This design comes from an exercise in tuning for small area, a short achievable clock period and few clock cycles per item on the open sky130 flow, not from production work.
At most, simulation tests tie the RTL to the original design; equivalence was not proved.
Power is estimated from default activity; no workload was simulated.

==> flow/design.v <==
module fpc_sink (
    input  wire        clk,
    input  wire        rst,
    input  wire        in_valid,
    output wire        in_ready,
    input  wire [31:0] in_data,       
    input  wire [2:0]  in_nbytes,     
    input  wire        in_sop,        
    input  wire        in_eop,        
    input  wire        in_fd,         
    input  wire        in_keep,       
    output reg         out_valid,
    input  wire        out_ready,
    output wire [10:0] out_apid,
    output wire [2:0]  out_ver,
    output wire        out_type,
    output wire        out_shf,
    output wire [1:0]  out_sf,
    output wire [13:0] out_cnt,
    output wire [16:0] out_len,
    output wire [31:0] out_rx,
    output wire        out_short,
    output wire        out_long,
    output wire        out_no_trailer,
    output reg         out_crc_fail,
    output reg         out_saved,
    output wire [15:0] out_crc_rx,
    output wire [15:0] out_crc_calc,
    output wire        out_fd,
    output wire        out_group_end,
    output reg  [31:0] cnt_saved,
    output reg  [31:0] cnt_crcfail
);
    function [15:0] crc_rem48(input [47:0] v);
        reg [47:0] r;
        integer k;
        begin
            r = v;
            for (k = 47; k >= 16; k = k - 1)
                if (r[k])
                    r[k-16 +: 17] = r[k-16 +: 17] ^ 17'h11021;
            crc_rem48 = r[15:0];
        end
    endfunction
    function [31:0] inc32(input [31:0] x);
        integer i;
        begin
            for (i = 0; i < 32; i = i + 1)
                inc32[i] = x[i] ^ (&(x | ~((32'd1 << i) - 32'd1)));
        end
    endfunction
    function [31:0] dec32(input [31:0] x);
        integer i;
        begin
            for (i = 0; i < 32; i = i + 1)
                dec32[i] = x[i] ^ ~(|(x & ((32'd1 << i) - 32'd1)));
        end
    endfunction
    function [7:0] lane(input [31:0] d, input [1:0] i);
        case (i)
            2'd0: lane = d[31:24];
            2'd1: lane = d[23:16];
            2'd2: lane = d[15:8];
            default: lane = d[7:0];
        endcase
    endfunction
    function [2:0] min3(input [2:0] x, input [2:0] y);
        min3 = (x < y) ? x : y;
    endfunction
    reg        rdy;           
    assign in_ready = rdy;
    wire acc = in_valid & rdy;
    reg [2:0]  hc;            
    reg [31:0] hdr;           
    reg [16:0] len;           
    wire [2:0] i_hc0   = in_sop ? 3'd0 : hc;
    wire       i_hopen = (i_hc0 != 3'd6);
    wire [2:0] i_need  = 3'd6 - i_hc0;                   
    wire [2:0] i_a     = !i_hopen ? 3'd0 : (in_nbytes < i_need) ? in_nbytes : i_need;
    wire [3:0] i_mt;                                       
    genvar gk;
    generate
        for (gk = 0; gk < 4; gk = gk + 1) begin : g_mt
            assign i_mt[gk] = !i_hopen ? (in_nbytes > gk) :
                              ({1'b0, in_nbytes} > gk + {1'b0, i_need});
        end
    endgenerate
    wire       i_hdone = i_hopen && (in_nbytes >= i_need);
    wire [2:0] i_hc1   = (!i_hopen || i_hdone) ? 3'd6 : i_hc0 + in_nbytes;
    function hb_w(input [2:0] n, input [2:0] h);
        hb_w = (h <= n) && ({1'b0, n} <= {1'b0, h} + 4'd3);
    endfunction
    reg        b_v;
    reg [31:0] b_data;
    reg [1:0]  b_a;           
    reg [3:0]  b_mt;          
    reg        b_hdone;       
    reg        b_sop, b_eop, b_fd, b_keep;
    reg [16:0] rem;           
    reg [5:0]  rem_gt;        
    reg        shrt;          
    reg        lng;           
    reg        nt;            
    reg [31:0] rx;
    reg [7:0]  trl_hi, trl_lo;
    reg        r_fd, r_keep;
    assign out_ver        = hdr[31:29];
    assign out_type       = hdr[28];
    assign out_shf        = hdr[27];
    assign out_apid       = hdr[26:16];
    assign out_sf         = hdr[15:14];
    assign out_cnt        = hdr[13:0];
    assign out_group_end  = hdr[15];
    assign out_len        = len;
    assign out_rx         = rx;
    assign out_short      = shrt;
    assign out_long       = lng;
    assign out_no_trailer = nt;
    assign out_crc_rx     = {trl_hi, trl_lo};
    assign out_fd         = r_fd;
    wire [5:0]  len_gt;                                    
    wire [5:0]  q_gt;
    genvar gj;
    generate
        for (gj = 0; gj < 6; gj = gj + 1) begin : g_q
            assign len_gt[gj] = (len[15:3] != 13'd0) || (len[2:0] >= gj);
            assign q_gt[gj]   = b_hdone ? len_gt[gj] : rem_gt[gj];
        end
    endgenerate
    wire [2:0]  qs    = q_gt[5] ? 3'd6 : q_gt[4] ? 3'd5 : q_gt[3] ? 3'd4 :
                        q_gt[2] ? 3'd3 : q_gt[1] ? 3'd2 : q_gt[0] ? 3'd1 : 3'd0;
    wire        nt0   = b_hdone ? (len[15:0] == 16'd0) : nt;
    wire [31:0] l_inc16 = inc32({16'd0, len[15:0]});
    wire [2:0]  b_m   = {1'b0, b_mt[0]} + {1'b0, b_mt[1]} + {1'b0, b_mt[2]} + {1'b0, b_mt[3]};
    wire [3:0]  pt    = {4{shrt}} & b_mt & q_gt[5:2];
    wire        th_in = shrt && q_gt[1] && (qs - 3'd2 < b_m);    
    wire        tl_in = shrt && !nt0 && (qs - 3'd1 < b_m);       
    wire [1:0]  th_ln = b_a + qs[1:0] - 2'd2;
    wire [1:0]  tl_ln = b_a + qs[1:0] - 2'd1;
    wire        to_full = shrt && b_mt[0] && (b_m >= qs);        
    wire        to_long = b_mt[0] && (!shrt || (b_m > qs));
    wire        r_brw  = (rem[3:0] < {1'b0, b_m});
    wire [4:0]  r_lo   = {1'b0, rem[3:0]} - {2'd0, b_m};
    wire [31:0] r_dec  = dec32({19'd0, rem[16:4]});
    wire [16:0] rem_n  = {r_brw ? r_dec[12:0] : rem[16:4], r_lo[3:0]};
    wire [4:0]  l_lo   = {1'b0, len[3:0]} + 5'd1 - {2'd0, b_m};    
    wire        l_cry  = (l_lo == 5'd16);
    wire        l_brw  = l_lo[4] && !l_cry;
    wire [31:0] l_inc  = inc32({20'd0, len[15:4]});
    wire [31:0] l_dec  = dec32({20'd0, len[15:4]});
    wire [16:0] len_m  = {l_cry ? l_inc[12:0] : l_brw ? l_dec[12:0] : {1'b0, len[15:4]},
                          l_lo[3:0]};
    wire [16:0] rem_x  = b_hdone ? len_m : rem_n;
    wire        r_hi   = (rem[16:4] != 13'd0);
    wire        l_hi   = (len[15:4] != 12'd0);
    wire [5:0]  rem_gt_n;
    generate
        for (gj = 0; gj < 6; gj = gj + 1) begin : g_r
            assign rem_gt_n[gj] = b_hdone ? (l_hi || {1'b0, len[3:0]} >= gj + {2'd0, b_m})
                                          : (r_hi || {1'b0, rem[3:0]} > gj + {2'd0, b_m});
        end
    endgenerate
    wire [3:0]  x_lo  = {1'b0, rx[2:0]} + {1'b0, b_m};
    wire [28:0] x_up  = inc32({3'd0, rx[31:3]});
    wire        x_sat = x_lo[3] && (rx[31:3] == 29'h1FFF_FFFF);
    wire [31:0] rx_n  = b_sop ? 32'd0 : x_sat ? 32'hFFFF_FFFF :
                        {x_lo[3] ? x_up : rx[31:3], x_lo[2:0]};
    wire [31:0] d_al  = b_data << {b_a, 3'b000};
    wire [31:0] d_msk = {{8{pt[0]}}, {8{pt[1]}}, {8{pt[2]}}, {8{pt[3]}}};
    reg [31:0] c_data;
    reg [4:0]  c_p;           
    reg        c_sop, c_eop;
    reg [15:0] crc;
    assign out_crc_calc = crc;
    wire [47:0] cx = {crc ^ c_data[31:16], c_data[15:0], 16'd0};
    wire [47:0] cv = ({48{c_p[0]}} & (cx >> 32)) |
                     ({48{c_p[1]}} & (cx >> 24)) |
                     ({48{c_p[2]}} & (cx >> 16)) |
                     ({48{c_p[3]}} & (cx >> 8))  |
                     ({48{c_p[4]}} & cx);
    wire [15:0] crc_nx = crc_rem48(cv);
    reg        d_v;
    wire       v_fill  = (hdr[26:16] == 11'h7FF);
    wire       v_ok    = !nt && ({trl_hi, trl_lo} == crc);
    wire       v_fail  = !shrt && !v_ok;
    wire       v_saved = !shrt && (v_ok || r_keep);
    wire [31:0] cs_inc = inc32(cnt_saved);
    wire [31:0] cf_inc = inc32(cnt_crcfail);
    always @(posedge clk) begin
        b_data  <= in_data;
        b_a     <= i_a[1:0];
        b_mt    <= i_mt;
        b_hdone <= i_hdone;
        b_sop   <= in_sop;
        b_eop   <= in_eop;
        b_fd    <= in_fd;
        b_keep  <= in_keep;
        if (acc) begin
            hc <= i_hc1;
            if (in_sop || hb_w(3'd0, hc))
                hdr[31:24] <= in_data[31:24];
            if (in_sop || hb_w(3'd1, hc))
                hdr[23:16] <= in_sop ? in_data[23:16] : lane(in_data, 2'd1 - hc[1:0]);
            if (in_sop || hb_w(3'd2, hc))
                hdr[15:8]  <= in_sop ? in_data[15:8]  : lane(in_data, 2'd2 - hc[1:0]);
            if (in_sop || hb_w(3'd3, hc))
                hdr[7:0]   <= in_sop ? in_data[7:0]   : lane(in_data, 2'd3 - hc[1:0]);
            if (!in_sop && hb_w(3'd4, hc))
                len[15:8]  <= lane(in_data, 2'd0 - hc[1:0]);
            if (!in_sop && hb_w(3'd5, hc)) begin
                len[7:0]   <= lane(in_data, 2'd1 - hc[1:0]);
                len[16]    <= 1'b0;
            end
        end
        if (b_v) begin
            if (b_hdone) begin
                len <= l_inc16;
                nt  <= nt0;
            end
            rem  <= rem_x;
            rem_gt <= rem_gt_n;
            shrt <= b_sop || (shrt && !to_full);
            lng  <= !b_sop && (lng || to_long);
            rx   <= rx_n;
            if (b_sop) begin
                trl_hi <= 8'd0;
                trl_lo <= 8'd0;
            end else begin
                if (th_in) trl_hi <= lane(b_data, th_ln);
                if (tl_in) trl_lo <= lane(b_data, tl_ln);
            end
            if (b_eop) begin
                r_fd   <= b_fd;
                r_keep <= b_keep;
            end
        end
        c_data <= d_al & d_msk;
        c_p    <= b_v ? {pt[3], pt[2] & ~pt[3], pt[1] & ~pt[2], pt[0] & ~pt[1], ~pt[0]} : 5'd1;
        c_sop  <= b_v && b_sop;
        c_eop  <= b_v && b_eop;
        if (c_sop)
            crc <= 16'hFFFF;
        else
            crc <= crc_nx;
        if (d_v && !v_fill) begin
            out_crc_fail <= v_fail;
            out_saved    <= v_saved;
        end
        if (rst) begin
            rdy         <= 1'b1;
            b_v         <= 1'b0;
            c_sop       <= 1'b0;
            c_eop       <= 1'b0;
            d_v         <= 1'b0;
            out_valid   <= 1'b0;
            cnt_saved   <= 32'd0;
            cnt_crcfail <= 32'd0;
        end else begin
            b_v <= acc;
            d_v <= c_eop;
            if (acc && in_eop)
                rdy <= 1'b0;
            if (out_valid && out_ready) begin
                out_valid <= 1'b0;
                rdy       <= 1'b1;
            end
            if (d_v) begin
                if (v_fill) begin
                    rdy <= 1'b1;
                end else begin
                    out_valid <= 1'b1;
                    if (v_fail && cnt_crcfail != 32'hFFFF_FFFF)
                        cnt_crcfail <= cf_inc;
                    if (v_saved && cnt_saved != 32'hFFFF_FFFF)
                        cnt_saved <= cs_inc;
                end
            end
        end
    end
endmodule
clock: 8.0 ns
lec_check: 0
abc_clock_period_in_ps: 3000
cap_margin: 20
core_margin: 2
core_utilization: 40
setup_slack_margin: 5
slew_margin: 20
run.sh (not shown) runs the stock make flow with config.mk's settings and CLKGATE_MAP_FILE= SYNTH_SCRIPT=/design/flow/synth_recipe.tcl, a recipe that flattens the netlist after the stock synthesis.
The starting point completed without violations.
==> next run, changes <==
--- a/flow/design.v
+++ b/flow/design.v
@@ -94,6 +94,7 @@
     reg [31:0] b_data;
     reg [1:0]  b_a;           
     reg [3:0]  b_mt;          
+    reg [2:0]  b_m;           
     reg        b_hdone;       
     reg        b_sop, b_eop, b_fd, b_keep;
     reg [16:0] rem;           
@@ -127,18 +128,12 @@
             assign q_gt[gj]   = b_hdone ? len_gt[gj] : rem_gt[gj];
         end
     endgenerate
-    wire [2:0]  qs    = q_gt[5] ? 3'd6 : q_gt[4] ? 3'd5 : q_gt[3] ? 3'd4 :
-                        q_gt[2] ? 3'd3 : q_gt[1] ? 3'd2 : q_gt[0] ? 3'd1 : 3'd0;
     wire        nt0   = b_hdone ? (len[15:0] == 16'd0) : nt;
     wire [31:0] l_inc16 = inc32({16'd0, len[15:0]});
-    wire [2:0]  b_m   = {1'b0, b_mt[0]} + {1'b0, b_mt[1]} + {1'b0, b_mt[2]} + {1'b0, b_mt[3]};
     wire [3:0]  pt    = {4{shrt}} & b_mt & q_gt[5:2];
-    wire        th_in = shrt && q_gt[1] && (qs - 3'd2 < b_m);    
-    wire        tl_in = shrt && !nt0 && (qs - 3'd1 < b_m);       
-    wire [1:0]  th_ln = b_a + qs[1:0] - 2'd2;
-    wire [1:0]  tl_ln = b_a + qs[1:0] - 2'd1;
-    wire        to_full = shrt && b_mt[0] && (b_m >= qs);        
-    wire        to_long = b_mt[0] && (!shrt || (b_m > qs));
+    wire [3:0]  kt    = {4{shrt && !nt0}} & b_mt & q_gt[3:0];
+    wire        to_full = shrt && b_mt[0] && !(|(q_gt[4:0] & ~{1'b0, b_mt}));   
+    wire        to_long = b_mt[0] && (!shrt || (|(b_mt & ~q_gt[3:0])));          
     wire        r_brw  = (rem[3:0] < {1'b0, b_m});
     wire [4:0]  r_lo   = {1'b0, rem[3:0]} - {2'd0, b_m};
     wire [31:0] r_dec  = dec32({19'd0, rem[16:4]});
@@ -190,6 +185,7 @@
         b_data  <= in_data;
         b_a     <= i_a[1:0];
         b_mt    <= i_mt;
+        b_m     <= in_nbytes - i_a;
         b_hdone <= i_hdone;
         b_sop   <= in_sop;
         b_eop   <= in_eop;
@@ -226,8 +222,12 @@
                 trl_hi <= 8'd0;
                 trl_lo <= 8'd0;
             end else begin
-                if (th_in) trl_hi <= lane(b_data, th_ln);
-                if (tl_in) trl_lo <= lane(b_data, tl_ln);
+                if (kt[0]) begin
+                    trl_lo <= kt[3] ? d_al[7:0] : kt[2] ? d_al[15:8] :
+                              kt[1] ? d_al[23:16] : d_al[31:24];
+                    trl_hi <= kt[3] ? d_al[15:8] : kt[2] ? d_al[23:16] :
+                              kt[1] ? d_al[31:24] : trl_lo;
+                end
             end
             if (b_eop) begin
                 r_fd   <= b_fd;
Effect: Setup slack improves by 470 ps; register-to-register slack improves by 750 ps; die area decreases slightly; total power decreases by about a fifth; clock-buffer cell count increases by 2; via count decreases by a few percent; sequential power is about the same; routed wire length decreases by a little under a tenth; critical path depth decreases by 3; maximum frequency increases by roughly a tenth; cell area decreases by a little under a tenth; first-iteration DRC count decreases by a few percent; cell count decreases slightly.
Testbench counts after the change, summed over its fixed seeds: cycles 102,698, bytes 368,401.
No functional check of the RTL was part of the first run of this note.

==> static timing again, ports no longer ideal <==
Ports are ideal in the flow. The routed layouts listed here were re-timed in OpenROAD. Step 1, drivers: a clkbuf_16 drives clk and a buf_2 each remaining input, both assumed. Step 2 also shifts input and output timing later by t, the mid clock arrival at the registers, as if the neighbouring blocks saw the same clock. a / b / c = no drivers / after step 1 / after step 2; a / b = the first two.
run	t, ns	setup slack, ns	hold WS [ns]	clock arrival spread, ns	cell pins on the clock port's net
the first run	0.599	4.107 / 4.107 / 4.107	0.409 / 0.409 / 0.409	0.024 / 0.023	1
the second run	0.591	4.573 / 4.588 / 3.996	0.402 / 0.402 / 0.402	0.027 / 0.027	1
After both steps every run listed still meets setup and hold. For the second run, which loses most, drivers alone change the setup slack by +0.015 ns; drivers and shift together by -0.577 ns.
